What follows belongs to an exercise in optimizing a design on an open flow for small area; a production flow would make more cautious choices. At most, simulation tests tie the RTL to the original design; equivalence was not proved. Power figures rest on the tool's default switching activity, not on a simulated workload.

== build 73 ==
==> flow/design.v <==
module cia402_addci #(parameter N = 36, parameter B = 8) (
  input  wire [N-1:0] a,
  input  wire [N-1:0] b,
  input  wire         cin,
  output wire [N-1:0] s
);
  genvar i;
  generate
    for (i = 0; i < N; i = i + 1) begin : g_bit
      wire ci;           
      wire co;           
      wire z;            
      wire pa;           
      wire bc;           
      if (i % B == 0) begin : g_first
        if (i == 0) begin : g_lsb
          assign ci = cin;
          assign bc = cin;
        end else if (i == B) begin : g_b1
          assign ci = 1'b0;
          assign bc = g_bit[i-1].co;
        end else begin : g_bn
          wire all1 = g_bit[i-1].pa & g_bit[i-1].z;
          assign ci = 1'b0;
          assign bc = g_bit[i-1].co | (g_bit[i-1].bc & all1);
        end
        assign pa = 1'b1;
      end else begin : g_next
        assign ci = g_bit[i-1].co;
        assign pa = g_bit[i-1].pa & g_bit[i-1].z;
        assign bc = g_bit[i-1].bc;
      end
      assign z  = a[i] ^ b[i] ^ ci;
      assign co = (a[i] & b[i]) | (ci & (a[i] ^ b[i]));
      if (i < B) begin : g_b0
        assign s[i] = z;
      end else begin : g_inc
        assign s[i] = z ^ (bc & pa);
      end
    end
  endgenerate
endmodule
module cia402_fsm (
  input  wire         clk,
  input  wire         rst,
  input  wire         start,
  input  wire         operational,
  input  wire         stop_req,
  input  wire [31:0]  cfg_target_vel,
  input  wire [7:0]   cfg_mode,
  input  wire [15:0]  cfg_max_torque,
  output wire         ex_req,
  input  wire         ex_valid,
  input  wire         ex_resp_fresh,
  input  wire [127:0] ex_in,
  input  wire [15:0]  ex_wkc,
  output wire [127:0] ex_out,
  output wire [2:0]   phase,
  output wire         exit_code,
  output wire [2:0]   dstate,
  output wire [32:0]  delta,
  output wire         delta_valid,
  output wire         moving,
  output wire         enable_evt,
  output wire [31:0]  enable_pos,
  output wire         report_valid,
  output wire [63:0]  report_cycle,
  output wire [15:0]  report_status,
  output wire [15:0]  report_control,
  output wire [31:0]  report_position,
  output wire [32:0]  report_delta,
  output wire [35:0]  report_rpm,
  output wire [31:0]  report_velocity,
  output wire [7:0]   report_mode,
  output wire [15:0]  report_wkc
);
  localparam [2:0] PH_IDLE   = 3'd0;
  localparam [2:0] PH_RUN    = 3'd1;
  localparam [2:0] PH_DRAIN  = 3'd2;
  localparam [2:0] PH_HALTED = 3'd3;
  localparam [2:0] PH_FAILED = 3'd4;
  localparam [8:0] LAP_FIRST   = 9'd12;     
  localparam [8:0] DRAIN_FIRST = 9'd462;    
  reg [2:0]   phase_q;
  reg         run_flag;
  reg [8:0]   lap_count;       
  reg [6:0]   cnt_lo;          
  reg [54:0]  cnt_hi;          
  reg         cnt_cy;          
  reg         cnt_flush;       
  reg         motor_enabled;
  reg [31:0]  start_pos;
  reg [15:0]  wkc;
  reg         cw7, cw3, cw21, cw0;  
  reg         tv_on;           
  reg         cfg_on;          
  reg [15:0]  in_status;
  reg [31:0]  in_pos;
  reg [31:0]  in_vel;
  reg [7:0]   in_mode;
  reg         enable_evt_q;
  reg         report_q;
  wire in_idle  = (phase_q == PH_IDLE);
  wire in_run   = (phase_q == PH_RUN);
  wire in_drain = (phase_q == PH_DRAIN);
  assign ex_req = (in_run && run_flag) || in_drain;
  wire do_start = in_idle && start && operational;
  wire do_sfail = in_idle && start && !operational;
  wire do_cycle = in_run && run_flag && ex_valid;
  wire do_stop  = in_run && !run_flag;
  wire do_drain = in_drain && ex_valid;
  wire take_in  = (do_cycle || do_drain) && ex_resp_fresh;
  wire [15:0] new_status = take_in ? ex_in[15:0]  : in_status;
  wire [31:0] new_pos    = take_in ? ex_in[47:16] : in_pos;
  wire s_fault = (new_status == 16'h1208);
  wire s_sod   = (new_status == 16'h1250);
  wire s_rtso  = (new_status == 16'h1231);
  wire s_swon  = (new_status == 16'h1233);
  wire s_open  = (new_status == 16'h1237) || (new_status == 16'h1637);
  wire s_known = s_fault || s_sod || s_rtso || s_swon || s_open;
  wire do_latch = do_cycle && s_open && !motor_enabled;
  wire       lap_end  = &lap_count;
  wire [8:0] lap_next = lap_end ? LAP_FIRST : lap_count + 9'd1;
  wire [6:0] cnt_lo_next = cnt_flush ? 7'd125 : cnt_lo + 7'd125;
  wire rot_win = do_cycle && (lap_count[8:7] == 2'b00) &&
                 (!lap_count[6] || (lap_count[5:2] == 4'b0000 && !(lap_count[1] && lap_count[0])));
  always @(posedge clk) begin
    if (rot_win) begin
      cnt_hi <= {(cnt_hi[0] ^ cnt_cy) & !cnt_flush, cnt_hi[54:1]};
      cnt_cy <= cnt_hi[0] & cnt_cy;
    end
    if (do_cycle && lap_end) begin
      cnt_lo <= cnt_lo_next;
      cnt_cy <= cnt_lo_next >= 7'd3;    
    end
  end
  always @(posedge clk) begin
    wkc <= ex_wkc;
    if (rst) begin
      phase_q       <= PH_IDLE;
      run_flag      <= 1'b1;
      lap_count     <= LAP_FIRST;
      cnt_flush     <= 1'b1;
      motor_enabled <= 1'b0;
      start_pos     <= 32'd0;
      cw7           <= 1'b0;
      cw3           <= 1'b0;
      cw21          <= 1'b0;
      cw0           <= 1'b0;
      tv_on         <= 1'b0;
      cfg_on        <= 1'b0;
      in_status     <= 16'd0;
      in_pos        <= 32'd0;
      in_vel        <= 32'd0;
      in_mode       <= 8'd0;
      enable_evt_q  <= 1'b0;
      report_q      <= 1'b0;
    end else begin
      enable_evt_q <= do_latch;
      report_q     <= do_cycle && lap_end;
      if (stop_req)
        run_flag <= 1'b0;
      if (do_start)
        phase_q <= PH_RUN;
      if (do_sfail)
        phase_q <= PH_FAILED;
      if (take_in) begin
        in_status <= ex_in[15:0];
        in_pos    <= ex_in[47:16];
        in_vel    <= ex_in[79:48];
        in_mode   <= ex_in[119:112];
      end
      if (do_cycle) begin
        cfg_on    <= 1'b1;
        lap_count <= lap_next;
        if (lap_end)
          cnt_flush <= 1'b0;
        if (s_known) begin
          cw7   <= s_fault;
          cw3   <= s_swon || s_open;
          cw21  <= !s_fault;
          cw0   <= s_rtso || s_swon || s_open;
          tv_on <= s_open;
        end
        if (do_latch) begin
          motor_enabled <= 1'b1;
          start_pos     <= new_pos;
        end
      end
      if (do_stop || do_drain) begin
        cfg_on <= 1'b1;
        cw7    <= 1'b0;
        cw3    <= 1'b0;
        cw21   <= 1'b0;
        cw0    <= 1'b0;
        tv_on  <= 1'b0;
      end
      if (do_stop) begin
        lap_count <= DRAIN_FIRST;
        phase_q   <= PH_DRAIN;
      end
      if (do_drain) begin
        lap_count <= lap_next;
        if (lap_end)
          phase_q <= PH_HALTED;
      end
    end
  end
  wire [32:0] dp = {in_pos[31], in_pos} ^ ~{start_pos[31], start_pos};
  wire [32:0] dg = {in_pos[31], in_pos} & ~{start_pos[31], start_pos};
  wire [34:0] dc;
  assign dc[0] = 1'b1;
  genvar gi;
  generate
    for (gi = 0; gi < 33; gi = gi + 2) begin : g_delta
      assign dc[gi+1] = dg[gi] | (dp[gi] & dc[gi]);
      if (gi + 1 < 33) begin : g_pair
        assign dc[gi+2] = dg[gi+1] | (dp[gi+1] & dg[gi]) | (dp[gi+1] & dp[gi] & dc[gi]);
      end
    end
  endgenerate
  wire [32:0] delta_s = dp ^ dc[32:0];
  wire [35:0] rpm;
  cia402_addci #(.N(36), .B(8)) u_rpm (
    .a({in_vel, 4'd0}), .b(~{{4{in_vel[31]}}, in_vel}), .cin(1'b1),
    .s(rpm));
  wire hi_any  = |delta_s[31:10];
  wire hi_all  = &delta_s[31:10];
  wire lo_gt   = (&delta_s[9:5]) && (delta_s[4] || (delta_s[3] && (|delta_s[2:0])));
  wire lo_lt   = !(|delta_s[9:5]) && !(delta_s[4] && delta_s[3]);
  wire mv_pos  = !delta_s[32] && (hi_any || lo_gt);
  wire mv_neg  =  delta_s[32] && (!hi_all || lo_lt);
  wire [15:0] cw = {8'd0, cw7, 3'd0, cw3, cw21, cw21, cw0};
  assign ex_out = {8'd0,
                   cfg_on ? cfg_mode : 8'd0,
                   cfg_on ? cfg_max_torque : 16'd0,
                   16'd0,
                   tv_on ? cfg_target_vel : 32'd0,
                   32'd0,
                   cw};
  assign dstate = (in_status == 16'h1208) ? 3'd1 :
                  (in_status == 16'h1250) ? 3'd2 :
                  (in_status == 16'h1231) ? 3'd3 :
                  (in_status == 16'h1233) ? 3'd4 :
                  (in_status == 16'h1237 || in_status == 16'h1637) ? 3'd5 : 3'd0;
  assign phase       = phase_q;
  assign exit_code   = phase_q[2];
  assign delta       = delta_s;
  assign delta_valid = motor_enabled;
  assign moving      = motor_enabled && (mv_pos || mv_neg);
  assign enable_evt  = enable_evt_q;
  assign enable_pos  = start_pos;
  assign report_valid    = report_q;
  assign report_cycle    = {cnt_hi, cnt_lo, 2'b00};
  assign report_status   = in_status;
  assign report_control  = cw;
  assign report_position = in_pos;
  assign report_delta    = delta_s;
  assign report_rpm      = rpm;
  assign report_velocity = in_vel;
  assign report_mode     = in_mode;
  assign report_wkc      = wkc;
endmodule
Settings: LEC_CHECK=0, CAP_MARGIN=20, CORE_AREA=5 5 143 143, DIE_AREA=0 0 148 148, PLACE_DENSITY=0.7, SLEW_MARGIN=20; clock period 8.0 ns.
standard.sh (not shown) runs the stock make flow with config.mk's settings and CLKGATE_MAP_FILE= SYNTH_SCRIPT=/design/flow/synth_recipe.tcl, a recipe that flattens the netlist after the stock synthesis.
==> flow/flow/run.sh <==
#!/bin/bash
set -euo pipefail
export BUFFER_PORTS_ARGS="-buffer_cell sky130_fd_sc_hd__buf_1"
export CTS_ARGS="-sink_clustering_enable -repair_clock_nets -buf_list sky130_fd_sc_hd__clkbuf_4 -sink_clustering_size 10 -sink_clustering_max_diameter 40 -dont_use_dummy_load"
export SKIP_REPAIR_TIE_FANOUT=1
export PLACE_PINS_ARGS="-min_distance 1 -min_distance_in_tracks"
export SETUP_MOVE_SEQUENCE=unbuffer,sizeup,swap
bash standard.sh > standard_flow.log 2>&1
#### Input delta (trial 10 over build 73)
diff --git a/flow/design.v b/flow/design.v
--- a/flow/design.v
+++ b/flow/design.v
@@ -88,9 +88,9 @@
   reg [54:0]  cnt_hi;          
   reg         cnt_cy;          
   reg         cnt_flush;       
   reg         motor_enabled;
-  reg [31:0]  start_pos;
+  reg [31:0]  start_pos_n;     
   reg [15:0]  wkc;
   reg         cw7, cw3, cw21, cw0;  
   reg         tv_on;           
   reg         cfg_on;          
@@ -141,9 +141,9 @@
       run_flag      <= 1'b1;
       lap_count     <= LAP_FIRST;
       cnt_flush     <= 1'b1;
       motor_enabled <= 1'b0;
-      start_pos     <= 32'd0;
+      start_pos_n   <= 32'hffffffff;
       cw7           <= 1'b0;
       cw3           <= 1'b0;
       cw21          <= 1'b0;
       cw0           <= 1'b0;
@@ -183,9 +183,9 @@
           tv_on <= s_open;
         end
         if (do_latch) begin
           motor_enabled <= 1'b1;
-          start_pos     <= new_pos;
+          start_pos_n   <= ~new_pos;
         end
       end
       if (do_stop || do_drain) begin
         cfg_on <= 1'b1;
@@ -205,22 +205,12 @@
           phase_q <= PH_HALTED;
       end
     end
   end
-  wire [32:0] dp = {in_pos[31], in_pos} ^ ~{start_pos[31], start_pos};
-  wire [32:0] dg = {in_pos[31], in_pos} & ~{start_pos[31], start_pos};
-  wire [34:0] dc;
-  assign dc[0] = 1'b1;
-  genvar gi;
-  generate
-    for (gi = 0; gi < 33; gi = gi + 2) begin : g_delta
-      assign dc[gi+1] = dg[gi] | (dp[gi] & dc[gi]);
-      if (gi + 1 < 33) begin : g_pair
-        assign dc[gi+2] = dg[gi+1] | (dp[gi+1] & dg[gi]) | (dp[gi+1] & dp[gi] & dc[gi]);
-      end
-    end
-  endgenerate
-  wire [32:0] delta_s = dp ^ dc[32:0];
+  wire [32:0] delta_s;
+  cia402_addci #(.N(33), .B(7)) u_delta (
+    .a({in_pos[31], in_pos}), .b({start_pos_n[31], start_pos_n}), .cin(1'b1),
+    .s(delta_s));
   wire [35:0] rpm;
   cia402_addci #(.N(36), .B(8)) u_rpm (
     .a({in_vel, 4'd0}), .b(~{{4{in_vel[31]}}, in_vel}), .cin(1'b1),
     .s(rpm));
@@ -248,9 +238,9 @@
   assign delta       = delta_s;
   assign delta_valid = motor_enabled;
   assign moving      = motor_enabled && (mv_pos || mv_neg);
   assign enable_evt  = enable_evt_q;
-  assign enable_pos  = start_pos;
+  assign enable_pos  = in_pos;    
   assign report_valid    = report_q;
   assign report_cycle    = {cnt_hi, cnt_lo, 2'b00};
   assign report_status   = in_status;
   assign report_control  = cw;
--- outcome ---
- The higher per-cell via count in the routed design of trial 10 and build 73 is in build 73.
- Going from build 73 to trial 10, met3 global-route usage grows by 0.15 points.
- From build 73 to trial 10 the numbers moved as follows: end-of-flow core utilization now smaller; worst slew margin relative to its limit now larger; worst path setup slack after routing now smaller; placement-stage worst setup slack now smaller; fill cell total of the finished layout now smaller.
- On trial 10: design area is 2.0% lower than what build 73 gave.
- Delta(largest vdd supply drop, trial 10 - build 73) < 0
- Between build 73 and trial 10, the flow reports amount of wire on met3 after detailed routing increasing by more than 10%.
- The run showing the greater final worst-path cycle share is trial 10.
- Looking at power density normalized to cell area, trial 10 sits about 5% higher than build 73 does.
- Trial 10 gives more worst hold slack than build 73 did.
- First-iteration DRC count delta for trial 10 relative to build 73: 11 lower
The RTL of build 73 was laid out without a check of its function.

==> static timing again, ports no longer ideal <==
The flow's constraints put no driver on any port. The routed layouts listed below were extracted and timed again, unchanged, in two steps.
Step 1 assumes that a clkbuf_16 drives the clock port and a buf_2 every other input.
Step 2 also shifts input and output timing later by t, the mid clock arrival at the registers, as if the neighbouring blocks saw the same clock.
Three values: ideal ports, drivers, drivers and shift; two values: the first two.
run | t, ns | setup slack, ns | worst hold slack (ns) | worst register clock-pin slew, ns | worst slew at a driven data input, ns
build 73 | 0.642 | 0.401 / 0.355 / 0.997 | 0.408 / 0.408 / 0.408 | 0.11 / 0.11 | 0.09
trial 10 | 0.624 | 0.323 / 0.280 / 0.904 | 0.442 / 0.442 / 0.442 | 0.11 / 0.11 | 0.08
After both steps every run listed still meets setup and hold.
